Background: an optimization exercise with open tools, aiming at small area, a short achievable clock period and few clock cycles per item. Do not read the settings as production practice. Function was checked by simulation only, so behaviour that the tests miss may differ from the original. No activity file was given, so power comes from the tool's default toggle rates.

**flow/run.sh**
```bash
#!/bin/bash
# Layout flow: the standard flow (standard synthesis, floorplan, power
# grid, placement, CTS, routing), with one change: the buffers that the flow
# puts on every input and output port are buf_4 cells instead of the
# buffer_ports default (a clkdlybuf4s50 delay cell).
set -o pipefail
export BUFFER_PORTS_ARGS="-buffer_cell sky130_fd_sc_hd__buf_4"
bash standard.sh > standard.log 2>&1
```
**design.v**
```verilog
module line21_decoder (
    input  wire       clk,
    input  wire       rst,           
    input  wire       in_valid,
    output wire       in_ready,
    input  wire [7:0] in_data,
    input  wire       in_last,
    output wire       out_valid,
    input  wire       out_ready,
    output wire       out_ok,
    output wire [3:0] out_cause,
    output wire [7:0] out_byte0,
    output wire [7:0] out_byte1
);
    localparam N   = 257;            
    localparam D   = 3;              
    localparam PW  = 2;              
    localparam [7:0] BUB = 8'd1;
    integer j;
    function [PW-1:0] inc;
        input [PW-1:0] p;
        inc = (p == D-1) ? {PW{1'b0}} : p + 1'b1;
    endfunction
    reg       rdy;                   
    reg       rdy_i;                 
    reg       a_v, a_l, b_v, b_l;
    reg [7:0] a_d, b_d;
    assign in_ready = rdy;
    wire acc = in_valid & rdy_i;
    reg          e_v    [0:D-1];
    reg          e_done [0:D-1];
    reg [17:0]   e_f    [0:D-1];
    reg [PW-1:0] wp, cp, fp, op;
    reg [1:0]    nc;                 
    reg [7:0] ring [0:N-1];
    wire [7:0] tail = ring[N-1];
    reg        fl;                   
    reg [8:0]  tc;                   
    reg        tz;                   
    reg        h_v;                  
    reg [7:0]  h_d;
    wire rpos   = (nc != 2'd0);
    reg  tbub;                       
    wire nb     = ~fl & ~tbub;
    wire cons   = nb & rpos;
    wire recirc = nb & ~rpos;
    wire uz     = fl | tz | rpos;    
    reg [8:0] cnt;                   
    reg [7:0] m;
    reg       ovf;
    wire [17:0] ecp    = e_f[cp];
    wire [8:0]  tc_end = rpos ? ecp[8:0] : cnt;
    wire        t_end  = (tc == tc_end);   
    wire store    = ~cnt[8];
    wire a_go     = a_v & (~(store | a_l) | (uz & ~recirc & ~h_v))
                        & (~a_l | ~e_v[wp]);
    wire a_free   = ~a_v | a_go;
    wire wr       = a_go & store;
    wire row_done = a_go & a_l;
    wire [7:0] a_map  = (a_d < 8'd15) ? 8'd0 : a_d;
    wire [7:0] m_nx   = (a_d > m) ? a_d : m;
    wire [8:0] cnt_nx = cnt + {8'd0, store};
    wire       pstart = recirc & tz & ~h_v;
    wire [7:0] head   = h_v ? h_d : (pstart ? BUB : (recirc ? tail : (wr ? a_map : BUB)));
    wire b_v_nx = a_free ? 1'b0 : (b_v | acc);
    wire rdy_nx = a_free | ~(b_v | (in_valid & rdy));
    always @(posedge clk) begin
        if (rst)
            h_v <= 1'b0;
        else if (h_v | pstart)
            h_v <= recirc;
        if (recirc)
            h_d <= tail;
    end
    always @(posedge clk) begin
        tbub    <= (ring[N-2] == BUB);
        ring[0] <= head;
        for (j = 1; j < N; j = j + 1)
            ring[j] <= ring[j-1];
    end
    always @(posedge clk) begin
        if (rst) begin
            a_v   <= 1'b0;
            b_v   <= 1'b0;
            rdy   <= 1'b1;
            rdy_i <= 1'b1;
        end else begin
            rdy   <= rdy_nx;
            rdy_i <= ~b_v_nx;
            b_v <= b_v_nx;
            if (a_free)
                a_v <= b_v | acc;
        end
        if (a_free) begin
            a_d <= b_v ? b_d : in_data;
            a_l <= b_v ? b_l : in_last;
        end else if (acc) begin
            b_d <= in_data;
            b_l <= in_last;
        end
    end
    always @(posedge clk) begin
        if (rst) begin
            cnt <= 9'd0;
            m   <= 8'd0;
            ovf <= 1'b0;
        end else if (a_go) begin
            if (a_l) begin
                cnt <= 9'd0;
                m   <= 8'd0;
                ovf <= 1'b0;
            end else begin
                cnt <= cnt_nx;
                m   <= m_nx;
                ovf <= ovf | ~store;
            end
        end
    end
    reg  [7:0]  thi_c, tlo_c;
    always @(*) begin
        case (ecp[16:9])
            8'd32: begin thi_c = 8'd18; tlo_c = 8'd15; end
            8'd33: begin thi_c = 8'd19; tlo_c = 8'd15; end
            8'd34: begin thi_c = 8'd20; tlo_c = 8'd16; end
            8'd35: begin thi_c = 8'd20; tlo_c = 8'd16; end
            8'd36: begin thi_c = 8'd21; tlo_c = 8'd17; end
            8'd37: begin thi_c = 8'd21; tlo_c = 8'd17; end
            8'd38: begin thi_c = 8'd22; tlo_c = 8'd18; end
            8'd39: begin thi_c = 8'd22; tlo_c = 8'd18; end
            8'd40: begin thi_c = 8'd23; tlo_c = 8'd18; end
            8'd41: begin thi_c = 8'd23; tlo_c = 8'd19; end
            8'd42: begin thi_c = 8'd24; tlo_c = 8'd19; end
            8'd43: begin thi_c = 8'd25; tlo_c = 8'd20; end
            8'd44: begin thi_c = 8'd25; tlo_c = 8'd20; end
            8'd45: begin thi_c = 8'd26; tlo_c = 8'd21; end
            8'd46: begin thi_c = 8'd26; tlo_c = 8'd21; end
            8'd47: begin thi_c = 8'd27; tlo_c = 8'd22; end
            8'd48: begin thi_c = 8'd27; tlo_c = 8'd22; end
            8'd49: begin thi_c = 8'd28; tlo_c = 8'd23; end
            8'd50: begin thi_c = 8'd28; tlo_c = 8'd23; end
            8'd51: begin thi_c = 8'd29; tlo_c = 8'd23; end
            8'd52: begin thi_c = 8'd30; tlo_c = 8'd24; end
            8'd53: begin thi_c = 8'd30; tlo_c = 8'd24; end
            8'd54: begin thi_c = 8'd31; tlo_c = 8'd25; end
            8'd55: begin thi_c = 8'd31; tlo_c = 8'd25; end
            8'd56: begin thi_c = 8'd32; tlo_c = 8'd26; end
            8'd57: begin thi_c = 8'd32; tlo_c = 8'd26; end
            8'd58: begin thi_c = 8'd33; tlo_c = 8'd27; end
            8'd59: begin thi_c = 8'd34; tlo_c = 8'd27; end
            8'd60: begin thi_c = 8'd34; tlo_c = 8'd27; end
            8'd61: begin thi_c = 8'd35; tlo_c = 8'd28; end
            8'd62: begin thi_c = 8'd35; tlo_c = 8'd28; end
            8'd63: begin thi_c = 8'd36; tlo_c = 8'd29; end
            8'd64: begin thi_c = 8'd36; tlo_c = 8'd29; end
            8'd65: begin thi_c = 8'd37; tlo_c = 8'd30; end
            8'd66: begin thi_c = 8'd37; tlo_c = 8'd30; end
            8'd67: begin thi_c = 8'd38; tlo_c = 8'd31; end
            8'd68: begin thi_c = 8'd39; tlo_c = 8'd31; end
            8'd69: begin thi_c = 8'd39; tlo_c = 8'd32; end
            8'd70: begin thi_c = 8'd40; tlo_c = 8'd32; end
            8'd71: begin thi_c = 8'd40; tlo_c = 8'd32; end
            8'd72: begin thi_c = 8'd41; tlo_c = 8'd33; end
            8'd73: begin thi_c = 8'd41; tlo_c = 8'd33; end
            8'd74: begin thi_c = 8'd42; tlo_c = 8'd34; end
            8'd75: begin thi_c = 8'd42; tlo_c = 8'd34; end
            8'd76: begin thi_c = 8'd43; tlo_c = 8'd35; end
            8'd77: begin thi_c = 8'd44; tlo_c = 8'd35; end
            8'd78: begin thi_c = 8'd44; tlo_c = 8'd36; end
            8'd79: begin thi_c = 8'd45; tlo_c = 8'd36; end
            8'd80: begin thi_c = 8'd45; tlo_c = 8'd36; end
            8'd81: begin thi_c = 8'd46; tlo_c = 8'd37; end
            8'd82: begin thi_c = 8'd46; tlo_c = 8'd37; end
            8'd83: begin thi_c = 8'd47; tlo_c = 8'd38; end
            8'd84: begin thi_c = 8'd48; tlo_c = 8'd38; end
            8'd85: begin thi_c = 8'd48; tlo_c = 8'd39; end
            8'd86: begin thi_c = 8'd49; tlo_c = 8'd39; end
            8'd87: begin thi_c = 8'd49; tlo_c = 8'd40; end
            8'd88: begin thi_c = 8'd50; tlo_c = 8'd40; end
            8'd89: begin thi_c = 8'd50; tlo_c = 8'd41; end
            8'd90: begin thi_c = 8'd51; tlo_c = 8'd41; end
            8'd91: begin thi_c = 8'd51; tlo_c = 8'd41; end
            8'd92: begin thi_c = 8'd52; tlo_c = 8'd42; end
            8'd93: begin thi_c = 8'd53; tlo_c = 8'd42; end
            8'd94: begin thi_c = 8'd53; tlo_c = 8'd43; end
            8'd95: begin thi_c = 8'd54; tlo_c = 8'd43; end
            8'd96: begin thi_c = 8'd54; tlo_c = 8'd44; end
            8'd97: begin thi_c = 8'd55; tlo_c = 8'd44; end
            8'd98: begin thi_c = 8'd55; tlo_c = 8'd45; end
            8'd99: begin thi_c = 8'd56; tlo_c = 8'd45; end
            8'd100: begin thi_c = 8'd56; tlo_c = 8'd45; end
            8'd101: begin thi_c = 8'd57; tlo_c = 8'd46; end
            8'd102: begin thi_c = 8'd58; tlo_c = 8'd46; end
            8'd103: begin thi_c = 8'd58; tlo_c = 8'd47; end
            8'd104: begin thi_c = 8'd59; tlo_c = 8'd47; end
            8'd105: begin thi_c = 8'd59; tlo_c = 8'd48; end
            8'd106: begin thi_c = 8'd60; tlo_c = 8'd48; end
            8'd107: begin thi_c = 8'd60; tlo_c = 8'd49; end
            8'd108: begin thi_c = 8'd61; tlo_c = 8'd49; end
            8'd109: begin thi_c = 8'd62; tlo_c = 8'd50; end
            8'd110: begin thi_c = 8'd62; tlo_c = 8'd50; end
            8'd111: begin thi_c = 8'd63; tlo_c = 8'd50; end
            8'd112: begin thi_c = 8'd63; tlo_c = 8'd51; end
            8'd113: begin thi_c = 8'd64; tlo_c = 8'd51; end
            8'd114: begin thi_c = 8'd64; tlo_c = 8'd52; end
            8'd115: begin thi_c = 8'd65; tlo_c = 8'd52; end
            8'd116: begin thi_c = 8'd65; tlo_c = 8'd53; end
            8'd117: begin thi_c = 8'd66; tlo_c = 8'd53; end
            8'd118: begin thi_c = 8'd67; tlo_c = 8'd54; end
            8'd119: begin thi_c = 8'd67; tlo_c = 8'd54; end
            8'd120: begin thi_c = 8'd68; tlo_c = 8'd54; end
            8'd121: begin thi_c = 8'd68; tlo_c = 8'd55; end
            8'd122: begin thi_c = 8'd69; tlo_c = 8'd55; end
            8'd123: begin thi_c = 8'd69; tlo_c = 8'd56; end
            8'd124: begin thi_c = 8'd70; tlo_c = 8'd56; end
            8'd125: begin thi_c = 8'd70; tlo_c = 8'd57; end
            8'd126: begin thi_c = 8'd71; tlo_c = 8'd57; end
            8'd127: begin thi_c = 8'd72; tlo_c = 8'd58; end
            8'd128: begin thi_c = 8'd72; tlo_c = 8'd58; end
            8'd129: begin thi_c = 8'd73; tlo_c = 8'd59; end
            8'd130: begin thi_c = 8'd73; tlo_c = 8'd59; end
            8'd131: begin thi_c = 8'd74; tlo_c = 8'd59; end
            8'd132: begin thi_c = 8'd74; tlo_c = 8'd60; end
            8'd133: begin thi_c = 8'd75; tlo_c = 8'd60; end
            8'd134: begin thi_c = 8'd76; tlo_c = 8'd61; end
            8'd135: begin thi_c = 8'd76; tlo_c = 8'd61; end
            8'd136: begin thi_c = 8'd77; tlo_c = 8'd62; end
            8'd137: begin thi_c = 8'd77; tlo_c = 8'd62; end
            8'd138: begin thi_c = 8'd78; tlo_c = 8'd63; end
            8'd139: begin thi_c = 8'd78; tlo_c = 8'd63; end
            8'd140: begin thi_c = 8'd79; tlo_c = 8'd63; end
            8'd141: begin thi_c = 8'd79; tlo_c = 8'd64; end
            8'd142: begin thi_c = 8'd80; tlo_c = 8'd64; end
            8'd143: begin thi_c = 8'd81; tlo_c = 8'd65; end
            8'd144: begin thi_c = 8'd81; tlo_c = 8'd65; end
            8'd145: begin thi_c = 8'd82; tlo_c = 8'd66; end
            8'd146: begin thi_c = 8'd82; tlo_c = 8'd66; end
            8'd147: begin thi_c = 8'd83; tlo_c = 8'd67; end
            8'd148: begin thi_c = 8'd83; tlo_c = 8'd67; end
            8'd149: begin thi_c = 8'd84; tlo_c = 8'd68; end
            8'd150: begin thi_c = 8'd84; tlo_c = 8'd68; end
            8'd151: begin thi_c = 8'd85; tlo_c = 8'd68; end
            8'd152: begin thi_c = 8'd86; tlo_c = 8'd69; end
            8'd153: begin thi_c = 8'd86; tlo_c = 8'd69; end
            8'd154: begin thi_c = 8'd87; tlo_c = 8'd70; end
            8'd155: begin thi_c = 8'd87; tlo_c = 8'd70; end
            8'd156: begin thi_c = 8'd88; tlo_c = 8'd71; end
            8'd157: begin thi_c = 8'd88; tlo_c = 8'd71; end
            8'd158: begin thi_c = 8'd89; tlo_c = 8'd72; end
            8'd159: begin thi_c = 8'd90; tlo_c = 8'd72; end
            8'd160: begin thi_c = 8'd90; tlo_c = 8'd72; end
            8'd161: begin thi_c = 8'd91; tlo_c = 8'd73; end
            8'd162: begin thi_c = 8'd91; tlo_c = 8'd73; end
            8'd163: begin thi_c = 8'd92; tlo_c = 8'd74; end
            8'd164: begin thi_c = 8'd92; tlo_c = 8'd74; end
            8'd165: begin thi_c = 8'd93; tlo_c = 8'd75; end
            8'd166: begin thi_c = 8'd93; tlo_c = 8'd75; end
            8'd167: begin thi_c = 8'd94; tlo_c = 8'd76; end
            8'd168: begin thi_c = 8'd95; tlo_c = 8'd76; end
            8'd169: begin thi_c = 8'd95; tlo_c = 8'd77; end
            8'd170: begin thi_c = 8'd96; tlo_c = 8'd77; end
            8'd171: begin thi_c = 8'd96; tlo_c = 8'd77; end
            8'd172: begin thi_c = 8'd97; tlo_c = 8'd78; end
            8'd173: begin thi_c = 8'd97; tlo_c = 8'd78; end
            8'd174: begin thi_c = 8'd98; tlo_c = 8'd79; end
            8'd175: begin thi_c = 8'd98; tlo_c = 8'd79; end
            8'd176: begin thi_c = 8'd99; tlo_c = 8'd80; end
            8'd177: begin thi_c = 8'd100; tlo_c = 8'd80; end
            8'd178: begin thi_c = 8'd100; tlo_c = 8'd81; end
            8'd179: begin thi_c = 8'd101; tlo_c = 8'd81; end
            8'd180: begin thi_c = 8'd101; tlo_c = 8'd81; end
            8'd181: begin thi_c = 8'd102; tlo_c = 8'd82; end
            8'd182: begin thi_c = 8'd102; tlo_c = 8'd82; end
            8'd183: begin thi_c = 8'd103; tlo_c = 8'd83; end
            8'd184: begin thi_c = 8'd104; tlo_c = 8'd83; end
            8'd185: begin thi_c = 8'd104; tlo_c = 8'd84; end
            8'd186: begin thi_c = 8'd105; tlo_c = 8'd84; end
            8'd187: begin thi_c = 8'd105; tlo_c = 8'd85; end
            8'd188: begin thi_c = 8'd106; tlo_c = 8'd85; end
            8'd189: begin thi_c = 8'd106; tlo_c = 8'd86; end
            8'd190: begin thi_c = 8'd107; tlo_c = 8'd86; end
            8'd191: begin thi_c = 8'd107; tlo_c = 8'd86; end
            8'd192: begin thi_c = 8'd108; tlo_c = 8'd87; end
            8'd193: begin thi_c = 8'd109; tlo_c = 8'd87; end
            8'd194: begin thi_c = 8'd109; tlo_c = 8'd88; end
            8'd195: begin thi_c = 8'd110; tlo_c = 8'd88; end
            8'd196: begin thi_c = 8'd110; tlo_c = 8'd89; end
            8'd197: begin thi_c = 8'd111; tlo_c = 8'd89; end
            8'd198: begin thi_c = 8'd111; tlo_c = 8'd90; end
            8'd199: begin thi_c = 8'd112; tlo_c = 8'd90; end
            8'd200: begin thi_c = 8'd112; tlo_c = 8'd90; end
            8'd201: begin thi_c = 8'd113; tlo_c = 8'd91; end
            8'd202: begin thi_c = 8'd114; tlo_c = 8'd91; end
            8'd203: begin thi_c = 8'd114; tlo_c = 8'd92; end
            8'd204: begin thi_c = 8'd115; tlo_c = 8'd92; end
            8'd205: begin thi_c = 8'd115; tlo_c = 8'd93; end
            8'd206: begin thi_c = 8'd116; tlo_c = 8'd93; end
            8'd207: begin thi_c = 8'd116; tlo_c = 8'd94; end
            8'd208: begin thi_c = 8'd117; tlo_c = 8'd94; end
            8'd209: begin thi_c = 8'd118; tlo_c = 8'd95; end
            8'd210: begin thi_c = 8'd118; tlo_c = 8'd95; end
            8'd211: begin thi_c = 8'd119; tlo_c = 8'd95; end
            8'd212: begin thi_c = 8'd119; tlo_c = 8'd96; end
            8'd213: begin thi_c = 8'd120; tlo_c = 8'd96; end
            8'd214: begin thi_c = 8'd120; tlo_c = 8'd97; end
            8'd215: begin thi_c = 8'd121; tlo_c = 8'd97; end
            8'd216: begin thi_c = 8'd121; tlo_c = 8'd98; end
            8'd217: begin thi_c = 8'd122; tlo_c = 8'd98; end
            8'd218: begin thi_c = 8'd123; tlo_c = 8'd99; end
            8'd219: begin thi_c = 8'd123; tlo_c = 8'd99; end
            8'd220: begin thi_c = 8'd124; tlo_c = 8'd99; end
            8'd221: begin thi_c = 8'd124; tlo_c = 8'd100; end
            8'd222: begin thi_c = 8'd125; tlo_c = 8'd100; end
            8'd223: begin thi_c = 8'd125; tlo_c = 8'd101; end
            8'd224: begin thi_c = 8'd126; tlo_c = 8'd101; end
            8'd225: begin thi_c = 8'd126; tlo_c = 8'd102; end
            8'd226: begin thi_c = 8'd127; tlo_c = 8'd102; end
            8'd227: begin thi_c = 8'd128; tlo_c = 8'd103; end
            8'd228: begin thi_c = 8'd128; tlo_c = 8'd103; end
            8'd229: begin thi_c = 8'd129; tlo_c = 8'd104; end
            8'd230: begin thi_c = 8'd129; tlo_c = 8'd104; end
            8'd231: begin thi_c = 8'd130; tlo_c = 8'd104; end
            8'd232: begin thi_c = 8'd130; tlo_c = 8'd105; end
            8'd233: begin thi_c = 8'd131; tlo_c = 8'd105; end
            8'd234: begin thi_c = 8'd132; tlo_c = 8'd106; end
            8'd235: begin thi_c = 8'd132; tlo_c = 8'd106; end
            8'd236: begin thi_c = 8'd133; tlo_c = 8'd107; end
            8'd237: begin thi_c = 8'd133; tlo_c = 8'd107; end
            8'd238: begin thi_c = 8'd134; tlo_c = 8'd108; end
            8'd239: begin thi_c = 8'd134; tlo_c = 8'd108; end
            8'd240: begin thi_c = 8'd135; tlo_c = 8'd108; end
            8'd241: begin thi_c = 8'd135; tlo_c = 8'd109; end
            8'd242: begin thi_c = 8'd136; tlo_c = 8'd109; end
            8'd243: begin thi_c = 8'd137; tlo_c = 8'd110; end
            8'd244: begin thi_c = 8'd137; tlo_c = 8'd110; end
            8'd245: begin thi_c = 8'd138; tlo_c = 8'd111; end
            8'd246: begin thi_c = 8'd138; tlo_c = 8'd111; end
            8'd247: begin thi_c = 8'd139; tlo_c = 8'd112; end
            8'd248: begin thi_c = 8'd139; tlo_c = 8'd112; end
            8'd249: begin thi_c = 8'd140; tlo_c = 8'd113; end
            8'd250: begin thi_c = 8'd140; tlo_c = 8'd113; end
            8'd251: begin thi_c = 8'd141; tlo_c = 8'd113; end
            8'd252: begin thi_c = 8'd142; tlo_c = 8'd114; end
            8'd253: begin thi_c = 8'd142; tlo_c = 8'd114; end
            8'd254: begin thi_c = 8'd143; tlo_c = 8'd115; end
            8'd255: begin thi_c = 8'd143; tlo_c = 8'd115; end
            default: begin thi_c = 8'd0; tlo_c = 8'd0; end
        endcase
    end
    reg  [7:0]  thi, tlo;
    reg         v1, f1, l1;
    reg [7:0]   s1;
    always @(posedge clk) begin
        if (rst) begin
            fl <= 1'b1;
            tc <= 9'd1 - N;          
            tz <= 1'b0;
            cp <= {PW{1'b0}};
            v1 <= 1'b0;
        end else begin
            v1 <= cons;
            if (fl) begin
                tc <= tc + 1'b1;
                tz <= (tc == 9'd0);
                if (tc == 9'd0)
                    fl <= 1'b0;
            end else if (nb) begin
                if (t_end) begin
                    tc <= 9'd1;
                    tz <= 1'b1;
                end else begin
                    tc <= tc + 1'b1;
                    tz <= 1'b0;
                end
                if (cons & t_end)
                    cp <= inc(cp);
            end
        end
        s1 <= tail;
        f1 <= tz;
        l1 <= t_end;
        if (tz) begin
            thi <= thi_c;
            tlo <= tlo_c;
        end
    end
    reg  prevb;
    wire b1 = (s1 >= thi) | ((s1 >= tlo) & ~f1 & prevb);
    reg  v2, b2, f2, l2;
    always @(posedge clk) begin
        if (rst)
            v2 <= 1'b0;
        else
            v2 <= v1;
        if (v1)
            prevb <= b1;
        b2 <= b1;
        f2 <= f1;
        l2 <= l1;
    end
    localparam PH_START = 3'd0, PH_COUNT = 3'd1, PH_RISE = 3'd2,
               PH_SAMP  = 3'd3, PH_FULL  = 3'd4, PH_FAIL = 3'd5;
    reg [2:0]  ph;
    reg [8:0]  ci;                   
    reg [3:0]  st;                   
    reg        stfail;               
    reg        spfail;               
    reg [3:0]  tn;                   
    reg [3:0]  bw;
    reg [3:0]  cd;                   
    reg [4:0]  k;                    
    reg [15:0] db;
    reg [23:0] hist;                 
    reg        cz5;                  
    wire [8:0] pos  = f2 ? 9'd0 : ci;
    wire [2:0] ph_e = f2 ? PH_START : ph;
    wire [6:0] len  = ci[6:0] - {3'd0, st};
    wire [8:0]  w    = e_f[fp][8:0];
    wire [7:0]  st20 = {pos[3:0], 4'd0} + {2'd0, pos[3:0], 2'd0};
    wire [10:0] ci5  = {2'd0, ci} + {ci, 2'd0};
    reg  [9:0]  w3q;                 
    reg [3:0] bw_c;
    always @(*) begin
        case (len)
            7'd13:                                           bw_c = 4'd2;
            7'd14, 7'd15, 7'd16, 7'd17, 7'd18, 7'd19:        bw_c = 4'd3;
            7'd20, 7'd21, 7'd22, 7'd23, 7'd24, 7'd25, 7'd26: bw_c = 4'd4;
            7'd27, 7'd28, 7'd29, 7'd30, 7'd31, 7'd32, 7'd33: bw_c = 4'd5;
            7'd34, 7'd35, 7'd36, 7'd37, 7'd38, 7'd39:        bw_c = 4'd6;
            7'd40, 7'd41, 7'd42, 7'd43, 7'd44, 7'd45, 7'd46: bw_c = 4'd7;
            7'd47, 7'd48, 7'd49, 7'd50, 7'd51, 7'd52:        bw_c = 4'd8;
            7'd53, 7'd54, 7'd55, 7'd56, 7'd57, 7'd58, 7'd59: bw_c = 4'd9;
            7'd60, 7'd61, 7'd62, 7'd63, 7'd64, 7'd65, 7'd66: bw_c = 4'd10;
            7'd67, 7'd68, 7'd69, 7'd70, 7'd71, 7'd72:        bw_c = 4'd11;
            default:                                         bw_c = 4'd12;
        endcase
    end
    wire [4:0] bw2  = {bw, 1'b0};
    wire       s_m2 = hist[bw - 1'b1];
    wire       s_m3 = hist[bw2 - 1'b1];
    reg fv;
    always @(posedge clk) begin
        w3q <= {1'b0, w} + {w, 1'b0};
        if (rst)
            fv <= 1'b0;
        else
            fv <= v2 & l2;
        if (v2) begin
            ci   <= pos + 1'b1;
            hist <= {hist[22:0], b2};
            ph   <= ph_e;
            case (ph_e)
            PH_START: if (b2) begin
                st     <= pos[3:0];
                stfail <= (pos > 9'd12) | ({1'b0, st20} > w);
                tn    <= 4'd0;
                ph    <= PH_COUNT;
            end
            PH_COUNT: if (b2 != hist[0]) begin
                tn <= tn + 1'b1;
                if (tn == 4'd12) begin
                    spfail <= ({2'd0, w} > ci5) | ({ci5, 1'b0} > {2'd0, w3q});
                    bw    <= bw_c;
                    ph    <= PH_RISE;
                end
            end
            PH_RISE: if (b2) begin
                ph <= PH_SAMP;
                cd <= {1'b0, bw[3:1]} - 1'b1;
                k  <= 5'd0;
            end
            PH_SAMP: if (cd == 4'd0) begin
                cd <= bw - 1'b1;
                k  <= k + 1'b1;
                if (k == 5'd0) begin
                    cz5 <= (pos < {4'd0, bw2});
                    if ((pos < {4'd0, bw2}) || ({s_m3, s_m2, b2} != 3'b001))
                        ph <= PH_FAIL;
                end else begin
                    db <= {b2, db[15:1]};
                    if (k == 5'd16)
                        ph <= PH_FULL;
                end
            end else
                cd <= cd - 1'b1;
            default: ;
            endcase
        end
    end
    wire [17:0] efp  = e_f[fp];
    wire        par  = (^db[7:0]) & (^db[15:8]);
    reg  [3:0] rc;
    always @(*) begin
        if (efp[17])                            rc = 4'd8;
        else if (efp[16:9] < 8'd32)             rc = 4'd1;
        else if (ph == PH_START)                rc = 4'd2;
        else if (stfail)                        rc = 4'd3;
        else if (ph == PH_COUNT)                rc = 4'd2;
        else if (spfail)                        rc = 4'd3;
        else case (ph)
            PH_RISE:                            rc = 4'd7;
            PH_SAMP:                            rc = 4'd5;
            PH_FULL:                            rc = par ? 4'd0 : 4'd6;
            default:                            rc = cz5 ? 4'd5 : 4'd4;
        endcase
    end
    reg       o_v, o_ok;
    reg [3:0] o_c;
    reg [6:0] o_b0, o_b1;
    assign out_valid = o_v;
    assign out_ok    = o_ok;
    assign out_cause = o_c;
    assign out_byte0 = {1'b0, o_b0};
    assign out_byte1 = {1'b0, o_b1};
    wire [17:0] eop    = e_f[op];
    reg         o_busy;              
    wire        o_load = ~o_busy & e_done[op];
    always @(posedge clk) begin
        if (rst) begin
            o_v    <= 1'b0;
            o_busy <= 1'b0;
            wp  <= {PW{1'b0}};
            fp  <= {PW{1'b0}};
            op  <= {PW{1'b0}};
            nc  <= 2'd0;
            for (j = 0; j < D; j = j + 1) begin
                e_v[j]    <= 1'b0;
                e_done[j] <= 1'b0;
            end
        end else begin
            o_v    <= o_load | (o_v & ~out_ready);
            o_busy <= o_load | (o_busy & ~out_ready);
            nc <= nc + {1'b0, row_done} - {1'b0, cons & t_end};
            if (row_done) begin
                e_v[wp] <= 1'b1;
                wp      <= inc(wp);
            end
            if (fv) begin
                e_done[fp] <= 1'b1;
                fp         <= inc(fp);
            end
            if (o_load) begin
                e_v[op]    <= 1'b0;
                e_done[op] <= 1'b0;
                op         <= inc(op);
            end
        end
        if (row_done)
            e_f[wp] <= {ovf | ~store, m_nx, cnt_nx};
        if (fv)
            e_f[fp] <= {rc, (rc == 4'd0) ? {db[14:8], db[6:0]} : 14'd0};
        if (o_load) begin
            o_ok <= (eop[17:14] == 4'd0);
            o_c  <= eop[17:14];
            o_b0 <= eop[6:0];
            o_b1 <= eop[13:7];
        end
    end
endmodule
```
**standard.sh**
```bash
#!/bin/bash
# synth_recipe.tcl (not shown) runs the flow's synth.tcl, then flattens the netlist and writes it again
# the make line also repeats each setting of config.mk as NAME=value (left out here)
make -C /OpenROAD-flow-scripts/flow DESIGN_CONFIG=/design/flow/config.mk WORK_HOME=/design/flow/orfs CLKGATE_MAP_FILE= SYNTH_SCRIPT=/design/flow/synth_recipe.tcl "${@:-finish}"
```
**config.mk**
```make
export PLATFORM = sky130hd
export DESIGN_NAME = line21_decoder
export DESIGN_NICKNAME = line21_decoder
export VERILOG_FILES = /design/flow/design.v
export SDC_FILE = /design/flow/constraint.sdc
export NUM_CORES = 4
export LEC_CHECK = 0
export CAP_MARGIN = 20
export CORE_MARGIN = 2
export CORE_UTILIZATION = 40
export CTS_CLUSTER_DIAMETER = 100
export CTS_CLUSTER_SIZE = 30
export SLEW_MARGIN = 20
```
**constraint.sdc**
```tcl
create_clock -name core_clock -period 14.0 [get_ports {clk}]
set_input_delay 2.8000 -clock core_clock [delete_from_list [all_inputs] [get_ports {clk}]]
set_output_delay 2.8000 -clock core_clock [all_outputs]
set_load 0.01 [all_outputs]
```
==> results.json <==
{
  "cp.arrival_ns": 1.26,
  "worst-setup-path-type": "reg2out",
  "core_um2": 145000,
  "fin_worst_skew_ns": 0.0411,
  "synth.cell_area_um2": 58200,
  "avgViaCountPerCell": 4.39,
  "dr.pass1.iters": 7,
  "fin_total_pwr_w": 0.0102,
  "cts_tree": "done",
  "dp.cells": 5680,
  "crit_fanout": 1,
  "n_antenna_cell": 0,
  "hold_viol": 0,
  "ir_worst_vdd_v": 0.000113,
  "final_cell_mix": "dfxtp_1 (2145), edfxtp_1 (191), a21oi_1 (163), nand2_1 (148), nor2_1 (118)",
  "postCtsHoldBufs": 0,
  "vias": 25473,
  "synthDistinctLibCells": 100,
  "tightest_slew_ns": 1.09,
  "path_buf_inv": 1,
  "ys_warn_count": 2,
  "die_w_um": 386,
  "synth_edf_count": 191,
  "grt_util_all_layers_pct": 11.1,
  "fin_cells": 5799,
  "syn-mean-instance-area_um2": 15.3,
  "rsz0062_at_grt": "false",
  "critPathLaunchType": "flip-flop",
  "slew_headroom_pct": 27.1,
  "synth_async_sr_flop_share_pct": 0,
  "drive_above_1_share_pct": 5.82,
  "die_h_um": 386,
  "hold_path_class": "reg2reg",
  "multi_input_area_um2": 8690,
  "wl_per_cell_um": 14.1,
  "crit_family": "flip-flops",
  "path_clk_slew_ns": 0.12,
  "cap_violations": 0,
  "fin_nets": 3980,
  "fp-row-count": 140,
  "drt-initial-drc-count": 1530,
  "gp_congestion": 0.839,
  "p_leak_nw": 24.4,
  "ys_seq_area_share_pct": 83.6,
  "syn_to_final_growth_pct": 8.67,
  "io_pins": 36,
  "layout_commonest_cell": "dfxtp_1",
  "hold_start": "ring[232][0]$_DFF_P_",
  "period_share_pct": 29.0,
  "root_buffer": "clkbuf_16",
  "crit_path_end": "out_byte0[6]",
  "regToRegEndpoint": "tlo[1]$_DFFE_PP_",
  "utilization_pct": 43.6,
  "grt_start_max_net_pins": 51,
  "drt-total-wl_um": 81800,
  "finalMaxSlewViolations": 0,
  "setup_viol": 0,
  "cts_sinks": 2336,
  "ys_seq_elements": 2336,
  "ff2ff_path_depth": 13,
  "clockBufferDepth": 3,
  "cp.required_ns": 11.20,
  "crit_slowest_cell": "edfxtp_1",
  "syn_inst": 3810,
  "insertion_delay_ns": 0.73,
  "die-area_um2": 149000,
  "ant_nets": 0,
  "max_freq_mhz": 246,
  "initial_utilization_pct": 40.1,
  "fillerInstances": 12890,
  "post_cts_resized": 0,
  "dp.final_hpwl_um": 48100,
  "cts_max_level": 3,
  "post_cts_buffers": 0,
  "min_period_ns": 4.06,
  "overflow": 0,
  "startpoint": "o_b0[6]$_DFFE_PP_",
  "r2r_slack_ns": 10.13,
  "endpoint_kind": "primary output",
  "path_cells": "buf_4",
  "synthFlopType": "dfxtp_1",
  "io_buffers": 33,
  "regArea_um2": 48700,
  "tns_ns": 0,
  "power_density_nw_per_um2": 160,
  "worst-path-stages": 1,
  "grt_pass1_wl_um": 134000,
  "cts-buffers-inserted": 92,
  "remaining_drc_errors": 0,
  "status": "no timing/DRC/antenna violations",
  "grt_pass1_vias": 24812,
  "slowest_delay_ns": 0.39,
  "antenna_found_initial": 0
}
[final cells by class]
type / instances / area share [%]
flip-flops and latches: 2336 / 76.9
clock buffers: 98 / 3.67
well taps: 1917 / 3.79
inverters: 110 / 0.652
clock inverters: 21 / 0.615
repair buffers: 51 / 0.605
multi-input cells: 1266 / 13.7
[state kept, by name (all words and copies together) (netlist names), 9 cells and up, named ones only]
register  flops
ci            9
cnt           9
db           16
e_f          54
hist         24
ring       2056
tc            9
w3q          10
[routing by layer]
layer	GRT usage, %	part of all wire, %
met1	16.5	52
met2	16.2	41
met3	2.01	4.1
met4	3.71	2.9
met5	0	0
[worst min path at each step]
stage / to / slack, ns / depth (start not counted)
floorplan: l2$_DFF_P_ / 0.31 / 0
global placement: ring[255][4]$_DFF_P_ / 0.31 / 0
detailed placement: ring[105][4]$_DFF_P_ / 0.31 / 0
CTS: ring[227][0]$_DFF_P_ / 0.30 / 0
global route: ring[233][0]$_DFF_P_ / 0.32 / 0
finish: ring[233][0]$_DFF_P_ / 0.31 / 0
[cell usage after synthesis (46+ instances only)]
cell      instances  area [um2]
a21oi_1         163         816
clkbuf_1         51         191
edfxtp_1        191        5740
nor2_1          119         447
xnor2_1          46         403
inv_1           107         402
nand2_1         148         556
mux2i_1          64         641
nor3_1           54         270
o21ai_0         102         510
dfxtp_1        2145       42900
ha_1            106        1330
[per-stage QoR]
| step | area (um2) | setup slack [ns] | hold WS [ns] |
|---|---|---|---|
| global route | 63300 | 9.84 | 0.317 |
| global placement | 60600 | 9.60 | 0.310 |
| finish | 63300 | 9.94 | 0.309 |
| detailed placement | 60600 | 9.58 | 0.312 |
| floorplan | 58200 | 10.38 | 0.310 |
| CTS | 63300 | 9.85 | 0.301 |
[power by group]
group | leakage, nW | internal, W | switching (W) | total (W)
Clock | 1.31 | 0.00126 | 0.00192 | 0.00318
Sequential | 19.1 | 0.00679 | 0.0000247 | 0.00682
Combinational | 4.02 | 0.0000561 | 0.0000982 | 0.000154
Total | 24.4 | 0.00811 | 0.00204 | 0.0102
[kinds of logic (layout without fill, tap and decap cells)]
| family | Yosys count | after routing | share of synthesized area (%) |
|---|---|---|---|
| XOR/XNOR | 76 | 76 | 1.14 |
| buffers and inverters | 209 | 280 | 1.49 |
| flip-flops | 2336 | 2336 | 83.6 |
| other | 1 | 2 | 0.00644 |
| AND/OR/NAND/NOR | 486 | 486 | 4.05 |
| multiplexers | 89 | 89 | 1.69 |
| adder cells (fa/ha/maj) | 111 | 111 | 2.43 |
| AO/OA/AOI/OAI | 502 | 502 | 5.60 |
Testbench counts, summed over its fixed seeds: cycles 158,646, frames 960.

## what the ideal ports hide
The flow's constraints put no driver on any port. The routed layout listed below was extracted and timed again, unchanged, in two steps.
Step 1: set_driving_cell puts a clkbuf_16 on clk and a buf_2 on each other input, an assumption about the parent block.
Step 2 moves the port delays by t, midway between the first and last clock arrival at a register: inputs arrive t later, outputs are due t later. That takes back most of the time a late clock gives input paths.
Three values: ideal ports, drivers, drivers and shift; two values: the first two.
t, ns: 0.780
setup WS [ns]: 9.939 / 9.869 / 9.603
worst hold slack (ns): 0.309 / 0.309 / 0.309
slew at the worst register clock pin (ns): 0.12 / 0.12
After both steps this run still meets setup and hold. The setup slack of this run moves by -0.070 ns with the drivers and by -0.336 ns with both steps.
